What follows belongs to an exercise in optimizing a design on an open flow for small area, a short achievable clock period and few clock cycles; a production flow would make more cautious choices. Function was checked by simulation only, so behaviour that the tests miss may differ from the original. No activity file was given, so power comes from the tool's default toggle rates.

File: config.mk
export PLATFORM = sky130hd
export DESIGN_NAME = tce
export DESIGN_NICKNAME = tce
export VERILOG_FILES = /design/flow/design.v
export SDC_FILE = /design/flow/constraint.sdc
export NUM_CORES = 4
export LEC_CHECK = 0
export CAP_MARGIN = 20
export CORE_MARGIN = 2
export CORE_UTILIZATION = 40
export SLEW_MARGIN = 20
File: constraint.sdc
create_clock -name core_clock -period 32.0 [get_ports {clk}]
set_input_delay 6.4000 -clock core_clock [delete_from_list [all_inputs] [get_ports {clk}]]
set_output_delay 6.4000 -clock core_clock [all_outputs]
set_load 0.01 [all_outputs]
File: design.v
module tce (
  input  wire        clk,
  input  wire        rst,
  input  wire [4:0]  bus_addr,
  input  wire        bus_wr,
  input  wire        bus_rd,
  input  wire [31:0] bus_wdata,
  output reg  [31:0] bus_rdata,
  output wire        busy
);
  localparam [4:0] A_ID       = 5'd0,  A_CMD      = 5'd1,  A_STATUS   = 5'd2,
                   A_SEQ_IN   = 5'd3,  A_RES_M_LO = 5'd4,  A_RES_M_HI = 5'd5,
                   A_RES_E    = 5'd6,  A_TOL_M    = 5'd7,  A_OPT_CTL  = 5'd8,
                   A_TCR_V    = 5'd9,  A_R_STATE  = 5'd16, A_SPEC_OHM = 5'd17,
                   A_SPEC_TOL = 5'd18, A_SPEC_MIN = 5'd19, A_SPEC_MAX = 5'd20,
                   A_NORM_OUT = 5'd21, A_Q_OUT    = 5'd22;
  localparam [31:0] ID_VALUE = 32'h5453_0007;
  localparam E_CMD = 2, E_COUNT = 3, E_COLOR = 4, E_TOL = 5, E_TCR = 6,
             E_NOTREP = 7, E_MISSTOL = 8, E_NOLAYOUT = 9, E_BOUNDS = 10,
             E_NORES = 11, E_UNDEF = 12;
  reg [26:0] seq_in;
  reg [63:0] res_m;
  reg [15:0] res_e;
  reg [31:0] tol_m;
  reg [9:0]  opt_ctl;
  reg [31:0] tcr_v;
  reg        r_valid;
  reg [2:0]  r_count;
  reg [23:0] r_band;
  reg [31:0] norm_out;
  reg [31:0] q_out;
  reg        st_busy;
  reg        st_ok;
  reg [12:2] st_err;
  reg        st_busywr;
  reg [2:0]  st_errpos;
  reg [31:0] pend;           
  reg        [63:0] cm_res;
  reg signed [17:0] ce_res;
  reg        [31:0] cm_tol;
  reg signed [9:0]  ce_tol;
  assign busy = st_busy;
  function [15:0] cell_mask(input [2:0] pos, input [2:0] cnt);
    begin
      cell_mask = 16'h0000;
      case (cnt)
        3'd1: if (pos == 0) cell_mask = 16'h0001;
        3'd3: case (pos)
                3'd0: cell_mask = 16'h03FE;
                3'd1: cell_mask = 16'h03FF;
                3'd2: cell_mask = 16'h1FFF;
                default: cell_mask = 16'h0000;
              endcase
        3'd4: case (pos)
                3'd0: cell_mask = 16'h03FE;
                3'd1: cell_mask = 16'h03FF;
                3'd2: cell_mask = 16'h1FFF;
                3'd3: cell_mask = 16'h0DFE;
                default: cell_mask = 16'h0000;
              endcase
        3'd5: case (pos)
                3'd0: cell_mask = 16'h03FE;
                3'd1: cell_mask = 16'h03FF;
                3'd2: cell_mask = 16'h03FF;
                3'd3: cell_mask = 16'h1FFF;
                3'd4: cell_mask = 16'h0DFE;
                default: cell_mask = 16'h0000;
              endcase
        3'd6: case (pos)
                3'd0: cell_mask = 16'h03FE;
                3'd1: cell_mask = 16'h03FF;
                3'd2: cell_mask = 16'h03FF;
                3'd3: cell_mask = 16'h1FFF;
                3'd4: cell_mask = 16'h0DFE;
                3'd5: cell_mask = 16'h01FF;
                default: cell_mask = 16'h0000;
              endcase
        default: cell_mask = 16'h0000;
      endcase
    end
  endfunction
  function legal(input [3:0] s, input [2:0] pos, input [2:0] cnt);
    reg [15:0] m;
    begin
      m = cell_mask(pos, cnt);
      legal = m[s];
    end
  endfunction
  function [11:0] tol_bp_of(input [3:0] s);
    begin
      case (s)
        4'd1:  tol_bp_of = 12'd100;
        4'd2:  tol_bp_of = 12'd200;
        4'd3:  tol_bp_of = 12'd5;
        4'd4:  tol_bp_of = 12'd2;
        4'd5:  tol_bp_of = 12'd50;
        4'd6:  tol_bp_of = 12'd25;
        4'd7:  tol_bp_of = 12'd10;
        4'd8:  tol_bp_of = 12'd1;
        4'd10: tol_bp_of = 12'd500;
        4'd11: tol_bp_of = 12'd1000;
        default: tol_bp_of = 12'd0;
      endcase
    end
  endfunction
  function [7:0] tcr_of(input [3:0] s);
    begin
      case (s)
        4'd0: tcr_of = 8'd250;
        4'd1: tcr_of = 8'd100;
        4'd2: tcr_of = 8'd50;
        4'd3: tcr_of = 8'd15;
        4'd4: tcr_of = 8'd25;
        4'd5: tcr_of = 8'd20;
        4'd6: tcr_of = 8'd10;
        4'd7: tcr_of = 8'd5;
        4'd8: tcr_of = 8'd1;
        default: tcr_of = 8'd0;
      endcase
    end
  endfunction
  function [7:0] digexp_of(input [3:0] s);
    begin
      case (s)
        4'd10: digexp_of = 8'hFF;
        4'd11: digexp_of = 8'hFE;
        4'd12: digexp_of = 8'hFD;
        default: digexp_of = {4'd0, s};
      endcase
    end
  endfunction
  function [3:0] sym_of_exp(input signed [17:0] x);
    begin
      if (x >= 0) sym_of_exp = x[3:0];
      else if (x == -1) sym_of_exp = 4'd10;
      else if (x == -2) sym_of_exp = 4'd11;
      else sym_of_exp = 4'd12;
    end
  endfunction
  function [4:0] sym_of_tcr(input [31:0] p);
    begin
      case (p)
        32'd250: sym_of_tcr = {1'b1, 4'd0};
        32'd100: sym_of_tcr = {1'b1, 4'd1};
        32'd50:  sym_of_tcr = {1'b1, 4'd2};
        32'd15:  sym_of_tcr = {1'b1, 4'd3};
        32'd25:  sym_of_tcr = {1'b1, 4'd4};
        32'd20:  sym_of_tcr = {1'b1, 4'd5};
        32'd10:  sym_of_tcr = {1'b1, 4'd6};
        32'd5:   sym_of_tcr = {1'b1, 4'd7};
        32'd1:   sym_of_tcr = {1'b1, 4'd8};
        default: sym_of_tcr = {1'b0, 4'd0};
      endcase
    end
  endfunction
  function [4:0] sym_of_tol_bp(input [23:0] b);
    begin
      case (b)
        24'd1:    sym_of_tol_bp = {1'b1, 4'd8};
        24'd2:    sym_of_tol_bp = {1'b1, 4'd4};
        24'd5:    sym_of_tol_bp = {1'b1, 4'd3};
        24'd10:   sym_of_tol_bp = {1'b1, 4'd7};
        24'd25:   sym_of_tol_bp = {1'b1, 4'd6};
        24'd50:   sym_of_tol_bp = {1'b1, 4'd5};
        24'd100:  sym_of_tol_bp = {1'b1, 4'd1};
        24'd200:  sym_of_tol_bp = {1'b1, 4'd2};
        24'd500:  sym_of_tol_bp = {1'b1, 4'd10};
        24'd1000: sym_of_tol_bp = {1'b1, 4'd11};
        default:  sym_of_tol_bp = {1'b0, 4'd0};
      endcase
    end
  endfunction
  wire [3:0] b0 = r_band[3:0];
  wire [3:0] b1 = r_band[7:4];
  wire [3:0] b2 = r_band[11:8];
  wire [3:0] b3 = r_band[15:12];
  wire [3:0] b4 = r_band[19:16];
  wire [3:0] b5 = r_band[23:20];
  reg  [9:0]  ohm_m;
  reg  [7:0]  ohm_e;
  reg  [11:0] spec_tol_bp;
  reg         tcr_some;
  reg  [7:0]  tcr_ppm;
  always @* begin
    ohm_m       = 10'd0;
    ohm_e       = 8'd0;
    spec_tol_bp = 12'd2000;
    tcr_some    = 1'b0;
    tcr_ppm     = 8'd0;
    case (r_count)
      3'd3: begin
        ohm_m = 10 * b0 + b1;
        ohm_e = digexp_of(b2);
      end
      3'd4: begin
        ohm_m       = 10 * b0 + b1;
        ohm_e       = digexp_of(b2);
        spec_tol_bp = tol_bp_of(b3);
      end
      3'd5: begin
        ohm_m       = 100 * b0 + 10 * b1 + b2;
        ohm_e       = digexp_of(b3);
        spec_tol_bp = tol_bp_of(b4);
      end
      3'd6: begin
        ohm_m       = 100 * b0 + 10 * b1 + b2;
        ohm_e       = digexp_of(b3);
        spec_tol_bp = tol_bp_of(b4);
        tcr_some    = 1'b1;
        tcr_ppm     = tcr_of(b5);
      end
      default: ;
    endcase
  end
  wire [23:0] min_m  = ohm_m * (14'd10000 - spec_tol_bp);
  wire [23:0] max_m  = ohm_m * (14'd10000 + spec_tol_bp);
  wire [7:0]  bnd_e  = ohm_e - 8'd4;
  wire [31:0] r_state_v  = r_valid ? {1'b1, 4'd0, r_count, r_band} : 32'd0;
  wire [31:0] spec_ohm_v = r_valid ? {1'b1, 7'd0, ohm_e, 6'd0, ohm_m} : 32'd0;
  wire [31:0] spec_tol_v = r_valid ? {1'b1, 6'd0, tcr_some, tcr_ppm, 4'd0, spec_tol_bp} : 32'd0;
  wire [31:0] spec_min_v = r_valid ? {bnd_e, min_m} : 32'd0;
  wire [31:0] spec_max_v = r_valid ? {bnd_e, max_m} : 32'd0;
  wire [31:0] status_v = {13'd0, st_errpos, 2'd0, st_busywr, st_err, st_ok, st_busy};
  always @* begin
    case (bus_addr)
      A_ID:       bus_rdata = ID_VALUE;
      A_STATUS:   bus_rdata = status_v;
      A_SEQ_IN:   bus_rdata = {5'd0, seq_in};
      A_RES_M_LO: bus_rdata = res_m[31:0];
      A_RES_M_HI: bus_rdata = res_m[63:32];
      A_RES_E:    bus_rdata = {16'd0, res_e};
      A_TOL_M:    bus_rdata = tol_m;
      A_OPT_CTL:  bus_rdata = {22'd0, opt_ctl};
      A_TCR_V:    bus_rdata = tcr_v;
      A_R_STATE:  bus_rdata = r_state_v;
      A_SPEC_OHM: bus_rdata = spec_ohm_v;
      A_SPEC_TOL: bus_rdata = spec_tol_v;
      A_SPEC_MIN: bus_rdata = spec_min_v;
      A_SPEC_MAX: bus_rdata = spec_max_v;
      A_NORM_OUT: bus_rdata = norm_out;
      A_Q_OUT:    bus_rdata = q_out;
      default:    bus_rdata = 32'd0;
    endcase
  end
  wire [63:0] cm_res_div = cm_res / 64'd10;
  wire [3:0]  cm_res_rem = cm_res % 64'd10;
  wire [31:0] cm_tol_div = cm_tol / 32'd10;
  wire [3:0]  cm_tol_rem = cm_tol % 32'd10;
  wire res_step = (cm_res != 64'd0) && (cm_res_rem == 4'd0);
  wire tol_step = (cm_tol != 32'd0) && (cm_tol_rem == 4'd0);
  wire [7:0] op  = pend[7:0];
  wire [3:0] sym = pend[11:8];
  wire [2:0] pos = pend[14:12];
  wire [2:0] cnt = pend[18:16];
  reg cmd_legal;
  always @* begin
    case (op)
      8'h00, 8'h01, 8'h02, 8'h04, 8'h14, 8'h15:
        cmd_legal = (pend[31:8] == 24'd0);
      8'h03:
        cmd_legal = (pend[31:15] == 17'd0);
      8'h10, 8'h11, 8'h12, 8'h13:
        cmd_legal = (pend[31:12] == 20'd0);
      8'h16:
        cmd_legal = (pend[31:19] == 13'd0) && !pend[15];
      default:
        cmd_legal = 1'b0;
    endcase
  end
  reg        tol_def;
  reg [3:0]  tol_sym;
  reg signed [9:0] tol_p;
  reg [23:0] tol_b;
  always @* begin
    tol_def = 1'b0;
    tol_sym = 4'd0;
    tol_p   = ce_tol + 10'sd2;
    tol_b   = 24'd0;
    if (cm_tol != 32'd0 && tol_p >= 0 && tol_p <= 4 && cm_tol <= 32'd1000) begin
      case (tol_p[2:0])
        3'd0: tol_b = cm_tol[9:0];
        3'd1: tol_b = cm_tol[9:0] * 24'd10;
        3'd2: tol_b = cm_tol[9:0] * 24'd100;
        3'd3: tol_b = cm_tol[9:0] * 24'd1000;
        default: tol_b = cm_tol[9:0] * 24'd10000;
      endcase
      {tol_def, tol_sym} = sym_of_tol_bp(tol_b);
    end
  end
  wire [7:0] sym_de  = digexp_of(sym);
  wire [4:0] tcr_lu  = sym_of_tcr(tcr_v);
  wire       tcr_def = tcr_lu[4];
  wire [3:0] tcr_sym = tcr_lu[3:0];
  reg        n_ok;
  reg [1:0]  n_len;
  reg [3:0]  n_d0, n_d1, n_d2;
  reg signed [17:0] n_x;
  reg [9:0]  m10;
  reg        big;
  always @* begin
    n_ok  = 1'b0;
    n_len = 2'd0;
    n_d0  = 4'd0;
    n_d1  = 4'd0;
    n_d2  = 4'd0;
    n_x   = 18'sd0;
    m10   = cm_res[9:0];
    big   = 1'b0;
    if (cm_res == 64'd0) begin
      n_ok  = 1'b1;
      n_len = 2'd1;
    end else if (cm_res < 64'd1000) begin
      if (cm_res < 64'd10) begin
        big = (ce_res >= 11);
        n_d0 = m10[3:0];
        if (big) begin n_len = 2'd3; n_x = ce_res - 2; end
        else     begin n_len = 2'd2; n_x = ce_res - 1; end
      end else if (cm_res < 64'd100) begin
        big = (ce_res >= 10);
        n_d0 = m10 / 10;
        n_d1 = m10 % 10;
        if (big) begin n_len = 2'd3; n_x = ce_res - 1; end
        else     begin n_len = 2'd2; n_x = ce_res;     end
      end else begin
        n_d0  = m10 / 100;
        n_d1  = (m10 / 10) % 10;
        n_d2  = m10 % 10;
        n_len = 2'd3;
        n_x   = ce_res;
      end
      n_ok = (n_x >= -3) && (n_x <= 9);
    end
  end
  reg        x_ok;
  reg [12:2] x_err;
  reg [2:0]  x_pos;
  reg        x_wr_r;
  reg [2:0]  x_count;
  reg [23:0] x_band;
  reg        x_wr_norm;
  reg [31:0] x_norm;
  reg        x_wr_q;
  reg [31:0] x_q;
  reg [2:0]  c_len;
  reg [23:0] c_band;
  reg        c_fail;
  reg [2:0]  c_fpos;
  reg [4:0]  lut;
  reg        t_pres, c_pres;
  integer    i;
  always @* begin
    x_ok      = 1'b0;
    x_err     = 11'd0;
    x_pos     = 3'd0;
    x_wr_r    = 1'b0;
    x_count   = 3'd0;
    x_band    = 24'd0;
    x_wr_norm = 1'b0;
    x_norm    = 32'd0;
    x_wr_q    = 1'b0;
    x_q       = 32'd0;
    c_len     = 3'd0;
    c_band    = 24'd0;
    c_fail    = 1'b0;
    c_fpos    = 3'd0;
    lut       = 5'd0;
    t_pres    = opt_ctl[8];
    c_pres    = opt_ctl[9];
    if (!cmd_legal) begin
      x_err[E_CMD] = 1'b1;
    end else begin
      case (op)
        8'h00: x_ok = 1'b1;
        8'h01: begin
          c_len = seq_in[26:24];
          if (c_len != 3'd1 && c_len != 3'd3 && c_len != 3'd4 &&
              c_len != 3'd5 && c_len != 3'd6) begin
            x_err[E_COUNT] = 1'b1;
          end else begin
            for (i = 5; i >= 0; i = i - 1) begin
              if (i < c_len) begin
                c_band[4*i +: 4] = seq_in[4*i +: 4];
                if (!legal(seq_in[4*i +: 4], i[2:0], c_len)) begin
                  c_fail = 1'b1;
                  c_fpos = i[2:0];
                end
              end
            end
            if (c_fail) begin
              x_err[E_COLOR] = 1'b1;
              x_pos = c_fpos;
            end else begin
              x_ok    = 1'b1;
              x_wr_r  = 1'b1;
              x_count = c_len;
              x_band  = c_band;
            end
          end
        end
        8'h02: begin
          if (t_pres && !tol_def) x_err[E_TOL]    = 1'b1;
          if (c_pres && !tcr_def) x_err[E_TCR]    = 1'b1;
          if (!n_ok)              x_err[E_NOTREP] = 1'b1;
          if (x_err == 11'd0) begin
            case (n_len)
              2'd1: begin
                if (!t_pres && !c_pres) begin
                  x_count = 3'd1;
                  x_band  = 24'd0;
                end else x_err[E_NOLAYOUT] = 1'b1;
              end
              2'd2: begin
                if (!t_pres && !c_pres) begin
                  x_count = 3'd3;
                  x_band  = {12'd0, sym_of_exp(n_x), n_d1, n_d0};
                end else if (t_pres && !c_pres) begin
                  x_count = 3'd4;
                  x_band  = {8'd0, tol_sym, sym_of_exp(n_x), n_d1, n_d0};
                end else if (t_pres && c_pres) begin
                  if (n_x == -3) x_err[E_NOTREP] = 1'b1;
                  else begin
                    x_count = 3'd6;
                    x_band  = {tcr_sym, tol_sym, sym_of_exp(n_x - 1), 4'd0, n_d1, n_d0};
                  end
                end else x_err[E_NOLAYOUT] = 1'b1;
              end
              default: begin
                if (t_pres && !c_pres) begin
                  x_count = 3'd5;
                  x_band  = {4'd0, tol_sym, sym_of_exp(n_x), n_d2, n_d1, n_d0};
                end else if (t_pres && c_pres) begin
                  x_count = 3'd6;
                  x_band  = {tcr_sym, tol_sym, sym_of_exp(n_x), n_d2, n_d1, n_d0};
                end else if (!t_pres && !c_pres) x_err[E_MISSTOL] = 1'b1;
                else x_err[E_NOLAYOUT] = 1'b1;
              end
            endcase
            if (x_err == 11'd0) begin
              x_ok   = 1'b1;
              x_wr_r = 1'b1;
            end
          end
        end
        8'h03: begin
          if (!r_valid) x_err[E_NORES] = 1'b1;
          else if (pos >= r_count) x_err[E_BOUNDS] = 1'b1;
          else begin
            c_band = r_band;
            c_band[4*pos +: 4] = sym;
            for (i = 5; i >= 0; i = i - 1) begin
              if (i < r_count && !legal(c_band[4*i +: 4], i[2:0], r_count)) begin
                c_fail = 1'b1;
                c_fpos = i[2:0];
              end
            end
            if (c_fail) begin
              x_err[E_COLOR] = 1'b1;
              x_pos = c_fpos;
            end else begin
              x_ok    = 1'b1;
              x_wr_r  = 1'b1;
              x_count = r_count;
              x_band  = c_band;
            end
          end
        end
        8'h04: begin
          x_wr_norm = 1'b1;
          if (n_ok) begin
            x_ok   = 1'b1;
            x_norm = {1'b1, 7'd0, n_x[7:0], 2'd0, n_len, n_d2, n_d1, n_d0};
          end else begin
            x_err[E_NOTREP] = 1'b1;
          end
        end
        8'h10, 8'h11, 8'h12, 8'h13, 8'h14, 8'h15: begin
          x_wr_q = 1'b1;
          case (op)
            8'h10: lut = (sym <= 4'd9) ? {1'b1, sym} : 5'd0;
            8'h11: lut = (sym <= 4'd12) ? {1'b1, 4'd0} : 5'd0;
            8'h12: lut = (tol_bp_of(sym) != 12'd0) ? {1'b1, 4'd0} : 5'd0;
            8'h13: lut = (tcr_of(sym) != 8'd0) ? {1'b1, 4'd0} : 5'd0;
            8'h14: lut = {tol_def, tol_sym};
            default: lut = tcr_lu;
          endcase
          if (lut[4]) begin
            x_ok = 1'b1;
            case (op)
              8'h10: x_q = {1'b1, 27'd0, sym};
              8'h11: x_q = {1'b1, 15'd0, {8{sym_de[7]}}, sym_de};
              8'h12: x_q = {1'b1, 19'd0, tol_bp_of(sym)};
              8'h13: x_q = {1'b1, 23'd0, tcr_of(sym)};
              default: x_q = {1'b1, 27'd0, lut[3:0]};
            endcase
          end else begin
            x_err[E_UNDEF] = 1'b1;
          end
        end
        8'h16: begin
          x_ok   = 1'b1;
          x_wr_q = 1'b1;
          x_q    = {1'b1, 30'd0, legal(sym, pos, cnt)};
        end
        default: x_err[E_CMD] = 1'b1;
      endcase
    end
  end
  wire wr_op_reg = bus_wr && (bus_addr == A_CMD ||
                              (bus_addr >= A_SEQ_IN && bus_addr <= A_TCR_V));
  always @(posedge clk) begin
    if (rst) begin
      seq_in    <= 27'd0;
      res_m     <= 64'd0;
      res_e     <= 16'd0;
      tol_m     <= 32'd0;
      opt_ctl   <= 10'd0;
      tcr_v     <= 32'd0;
      r_valid   <= 1'b0;
      r_count   <= 3'd0;
      r_band    <= 24'd0;
      norm_out  <= 32'd0;
      q_out     <= 32'd0;
      st_busy   <= 1'b0;
      st_ok     <= 1'b0;
      st_err    <= 11'd0;
      st_busywr <= 1'b0;
      st_errpos <= 3'd0;
      pend      <= 32'd0;
      cm_res    <= 64'd0;
      ce_res    <= 18'sd0;
      cm_tol    <= 32'd0;
      ce_tol    <= 10'sd0;
    end else begin
      if (bus_wr && bus_addr == A_STATUS && bus_wdata[13])
        st_busywr <= 1'b0;
      if (wr_op_reg && st_busy)
        st_busywr <= 1'b1;
      if (bus_wr && !st_busy) begin
        case (bus_addr)
          A_CMD: begin
            pend      <= bus_wdata;
            st_busy   <= 1'b1;
            st_ok     <= 1'b0;
            st_err    <= 11'd0;
            st_errpos <= 3'd0;
            cm_res <= (bus_wdata == 32'h2 || bus_wdata == 32'h4) ? res_m : 64'd0;
            ce_res <= {{2{res_e[15]}}, res_e};
            cm_tol <= ((bus_wdata == 32'h2 && opt_ctl[8]) || bus_wdata == 32'h14) ? tol_m : 32'd0;
            ce_tol <= {{2{opt_ctl[7]}}, opt_ctl[7:0]};
          end
          A_SEQ_IN:   seq_in      <= bus_wdata[26:0];
          A_RES_M_LO: res_m[31:0]  <= bus_wdata;
          A_RES_M_HI: res_m[63:32] <= bus_wdata;
          A_RES_E:    res_e       <= bus_wdata[15:0];
          A_TOL_M:    tol_m       <= bus_wdata;
          A_OPT_CTL:  opt_ctl     <= bus_wdata[9:0];
          A_TCR_V:    tcr_v       <= bus_wdata;
          default: ;
        endcase
      end
      if (st_busy) begin
        if (res_step || tol_step) begin
          if (res_step) begin
            cm_res <= cm_res_div;
            ce_res <= ce_res + 18'sd1;
          end
          if (tol_step) begin
            cm_tol <= cm_tol_div;
            ce_tol <= ce_tol + 10'sd1;
          end
        end else begin
          st_busy   <= 1'b0;
          st_ok     <= x_ok;
          st_err    <= x_err;
          st_errpos <= x_pos;
          if (x_wr_r) begin
            r_valid <= 1'b1;
            r_count <= x_count;
            r_band  <= x_band;
          end
          if (x_wr_norm) norm_out <= x_norm;
          if (x_wr_q)    q_out    <= x_q;
        end
      end
    end
  end
endmodule
File: run.sh
#!/bin/bash
# synth_recipe.tcl (not shown) runs the flow's synth.tcl, then flattens the netlist and writes it again
# the make line also repeats each setting of config.mk as NAME=value (left out here)
make -C /OpenROAD-flow-scripts/flow DESIGN_CONFIG=/design/flow/config.mk WORK_HOME=/design/flow/orfs CLKGATE_MAP_FILE= SYNTH_SCRIPT=/design/flow/synth_recipe.tcl finish
==> run_results.csv <==
group,metric,value,unit
run_status,status,"no timing/DRC/antenna violations",
synthesis,netlist_instances,7822,
critical_path,cp-startpoint,"cm_res[61]$_SDFF_PP0_",
route,ant_nets,0,
sta,rsz0062_at_grt,"false",
die,die_w,380,um
power,ir_drop,0.0435,mV
synthesis,synth_area_per_cell,7.21,sq um
power,p_sw,0.334,mW
sta,setup_ws,1740,ps
power,leakage,24.1,nW
grt,grtUsageTotal,0.300,
clock_tree,h-tree-depth,2,
critical_path,cp-start-kind,"flip-flop",
grt,grt_max_degree,194,
clock_tree,cts_num_sinks,463,
synthesis,synth_edf_count,0,
sta,slew-limit-headroom,0.159,
critical_path,cp.arrival,30850,ps
clock_tree,clk_latency,680,ps
sta,period_needed,30260,ps
sta,setup_violations,0,
sta,tightestPinTransition,1250,ps
die,initial_core_util,0.404,
grt,met3_usage,0.0543,
sta,finClkSkew,40.6,ps
grt,grt_pass1_wl,342000,um
placement,dp_hpwl,170000,um
power,pwr-share-seq,0.447,
route,drtPass1Iterations,9,
route,drc,0,
grt,grt_pass1_vias,54900,
grt,use_met1,0.420,
critical_path,worst_ep_required_time,32590,ps
synthesis,synthDistinctLibCells,135,
critical_path,slowest_stage,"dfxtp_1",
sta,max_freq,0.0330,GHz
power,comb_power_share,0.043,
clock_tree,clock_tree.root_cell,"clkbuf_16",
flow_run,cap_violations,0,
route,viasPerCell,6.34,
die,io_pins,74,
power,powerDensity,21.4,nW/um^2
sta,post-route-period-util,0.946,
synthesis,syn-cell-area,56400,sq um
route,drt-initial-drc-count,6671,
grt,met2_usage,0.456,
min_path,worstHoldPathType,"flip-flop to flip-flop",
grt,antenna_found_initial,12,
die,die_h,380,um
grt,busiest_layer,"met2",
power,power.internal,0.968,mW
placement,gp_congestion,1.05,
placement,io_buffers,72,
critical_path,r2r-start,"cm_res[61]$_SDFF_PP0_",
die,dieArea,144000,sq um
synthesis,ys_seq_area_frac,0.164,
critical_path,worstRegToRegCells,87,
finish,syn_to_final_growth,7.67,%
synthesis,synth-async-reset-ratio,0,
clock_tree,cts_tree,"yes",
critical_path,rrSetupSlack,1740,ps
critical_path,cp_slowest_stage_delay,760,ps
synthesis,synthFlopType,"dfxtp_1",
clock_tree,clkSlewWorstSetupHoldPaths,60,ps
grt,grt_overflow,0,
power,power.share.clock,0.510,
route,drt_wl_total,227000,um
placement,place_ws,669,ps
critical_path,crit_path_end_kind,"flip-flop",
synthesis,synth_nets,8449,
critical_path,path_max_fanout,29,
die,std_cell_rows,137,
route,vias,60100,
clock_tree,clk_path_buf_depth,3,
sta,slew_violations,0,
synthesis,yosys_register_bits,463,
route,wl_per_cell,23.9,um
die,core_area,140000,sq um
sta,setup_tns,0,ps
synthesis,yosys_warnings,1,
finish,layout-drive-gt1-share,0.0660,
power,p_sw_frac,0.256,
critical_path,path_class,"flip-flop to flip-flop",
clock_tree,cts-buffers-inserted,53,
finish,fill_cells,14400,
sta,hold_viol,0,
clock_tree,ctsHoldBuffers,0,
finish,final_nets,8175,
Yosys cell counts (21+ instances only):
cell type / count / share of area
a311oi_1: 32 / 0.0050
a32oi_1: 21 / 0.0033
mux2_2: 25 / 0.0050
o21bai_1: 48 / 0.0064
ha_1: 355 / 0.079
xnor2_1: 169 / 0.026
buf_2: 54 / 0.0048
or2_2: 22 / 0.0024
o21ai_0: 367 / 0.033
nand2b_1: 72 / 0.0080
a22oi_1: 152 / 0.020
and2_1: 50 / 0.0055
a21oi_1: 686 / 0.061
or4_1: 31 / 0.0041
xor2_1: 69 / 0.011
o211ai_1: 74 / 0.0098
or3_1: 48 / 0.0053
nor4_1: 97 / 0.011
a221oi_1: 55 / 0.0085
o22ai_1: 60 / 0.0067
nand2_1: 1092 / 0.073
o31ai_1: 47 / 0.0063
inv_1: 478 / 0.032
a31oi_1: 73 / 0.0081
and3_1: 68 / 0.0075
nor3b_1: 24 / 0.0032
o2111ai_1: 44 / 0.0068
nor2_1: 704 / 0.047
mux2i_1: 137 / 0.024
fa_1: 231 / 0.082
clkbuf_1: 471 / 0.031
o21ai_1: 52 / 0.0046
a21o_1: 66 / 0.0088
nor2b_1: 62 / 0.0069
nor3_1: 207 / 0.018
a222oi_1: 41 / 0.0073
a211oi_1: 80 / 0.011
o221ai_1: 50 / 0.0078
nand4_1: 81 / 0.0090
dfxtp_1: 463 / 0.16
nand3_1: 203 / 0.018
a22o_1: 36 / 0.0056
o21a_1: 50 / 0.0067
worst min-delay path by stage:
stage	from	to	cells after the start
3_5_place_dp	pend[22]$_SDFFE_PP0P_	pend[22]$_SDFFE_PP0P_	2
3_3_place_gp	pend[20]$_SDFFE_PP0P_	pend[20]$_SDFFE_PP0P_	2
6_report	pend[22]$_SDFFE_PP0P_	pend[22]$_SDFFE_PP0P_	2
5_1_grt	pend[29]$_SDFFE_PP0P_	pend[29]$_SDFFE_PP0P_	2
4_1_cts	pend[22]$_SDFFE_PP0P_	pend[22]$_SDFFE_PP0P_	2
2_1_floorplan	pend[24]$_SDFFE_PP0P_	pend[24]$_SDFFE_PP0P_	2
layout make-up:
class	instances	area, sq um	share of cell area
Inverter	507	1900	0.0313
Multi-Input combinational cell	6279	43200	0.712
Timing Repair Buffer	244	2100	0.0345
Clock inverter	32	389	0.00641
Tap cell	1876	2350	0.0386
Antenna cell	7	17.5	0.000288
Clock buffer	66	1470	0.0241
Sequential cell	463	9270	0.153
logic make-up (layout without fill, tap and decap cells):
logic type,after synthesis,after routing,share of synthesized area
fa+ha+maj,600,600,0.163
compound gates,2396,2396,0.292
buf+inv,1080,849,0.0752
flops,463,463,0.164
xor+xnor,239,239,0.0372
simple gates,2861,2861,0.234
mux,181,181,0.0334
other cells,2,9,0.000133
layer usage:
layer	routed length, um	vias to the layer above
met2	97600	2829
met5	46	-
met3	21300	439
li1	-	27800
met1	97900	29100
met4	9780	8
placed cells by master (no fill, tap or decap), types with 36 or more instances in the layout:
cell type           n
a211oi_1           79
a21o_1             66
a21oi_1           684
a221oi_1           55
a222oi_1           41
a22o_1             36
a22oi_1           150
a31oi_1            73
and2_1             49
and3_1             66
buf_4             163
clkbuf_16          53
clkdlybuf4s50_1    71
dfxtp_1           459
fa_1              231
ha_1              355
inv_1             478
mux2i_1           137
nand2_1          1092
nand2b_1           72
nand3_1           202
nand4_1            81
nor2_1            692
nor2b_1            62
nor3_1            196
nor4_1             91
o2111ai_1          44
o211ai_1           74
o21a_1             50
o21ai_0           366
o21ai_1            49
o21bai_1           48
o221ai_1           50
o22ai_1            59
o31ai_1            47
or3_1              47
xnor2_1           169
xor2_1             68
power groups by stage:
| stage | logic [mW] | registers [mW] | clock network, mW |
|---|---|---|---|
| after floorplan | 0.0261 | 0.593 | 0 |
| after global placement | 0.0536 | 0.595 | 0 |
| after detailed placement | 0.0538 | 0.595 | 0 |
| after CTS | 0.0540 | 0.582 | 0.667 |
| after global routing | 0.0576 | 0.582 | 0.688 |
| final | 0.0562 | 0.582 | 0.664 |
sequential cells by signal (all words and copies together) (netlist names), 12 cells and up, named ones only:
signal    flops
cm_res       64
res_m        64
cm_tol       32
pend         32
tcr_v        32
tol_m        32
seq_in       27
r_band       24
norm_out     23
ce_res       18
res_e        16
q_out        12
stage by stage:
| step | area, sq um | total power [mW] | util | instances | hold slack (ps) |
|---|---|---|---|---|---|
| after floorplan | 56400 | 0.619 | - | 7822 | 431 |
| after global placement | 58600 | 0.649 | 0.419 | 9354 | 437 |
| after detailed placement | 58600 | 0.649 | 0.419 | 9357 | 447 |
| after CTS | 60400 | 1.30 | 0.433 | 9455 | 455 |
| after global routing | 60700 | 1.33 | 0.435 | 9469 | 470 |
| final | 60700 | 1.30 | 0.435 | 9474 | 450 |
critical path, delay by kind of cell, from the launching register on:
kind / cells / cell delay, ps
buf+inv: 5 / 950
flops: 1 / 760
simple gates: 32 / 9870
fa+ha+maj: 1 / 190
compound gates: 44 / 16460
mux: 5 / 1880
timing repair:
action,4_1_cts,5_1_grt
resized for setup,0,32
buffers inserted,0,10
hold endpoints to repair,0,0
endpoints found under the setup margin,0,189
Testbench counts, summed over its fixed seeds: cycles 190,300.

-- what the ideal ports hide --
How much do the figures lean on ideal ports? The routed layout below was timed once more, with nothing changed but the port constraints.
Step 1, drivers: a clkbuf_16 drives clk and a buf_2 each remaining input, both assumed.
Step 2 adds t to the input delays and takes it off the output delays; t is the mean of the earliest and latest rising clock arrival at the registers after step 1. Input paths then give back, and output paths get back, about the clock's delay inside the block.
a / b / c = ideal / step 1 / step 2; a / b = the first two.
shift t [ns]: 0.738
setup slack, ns: 1.741 / 1.741 / 1.741
hold WS [ns]: 0.450 / 0.450 / 0.450
slew at the worst register clock pin (ns): 0.07 / 0.07
worst data-port slew with drivers (ns): 0.20
After both steps this run still meets setup and hold. For this run, drivers alone change the setup slack by 0.000 ns; drivers and shift together by 0.000 ns.
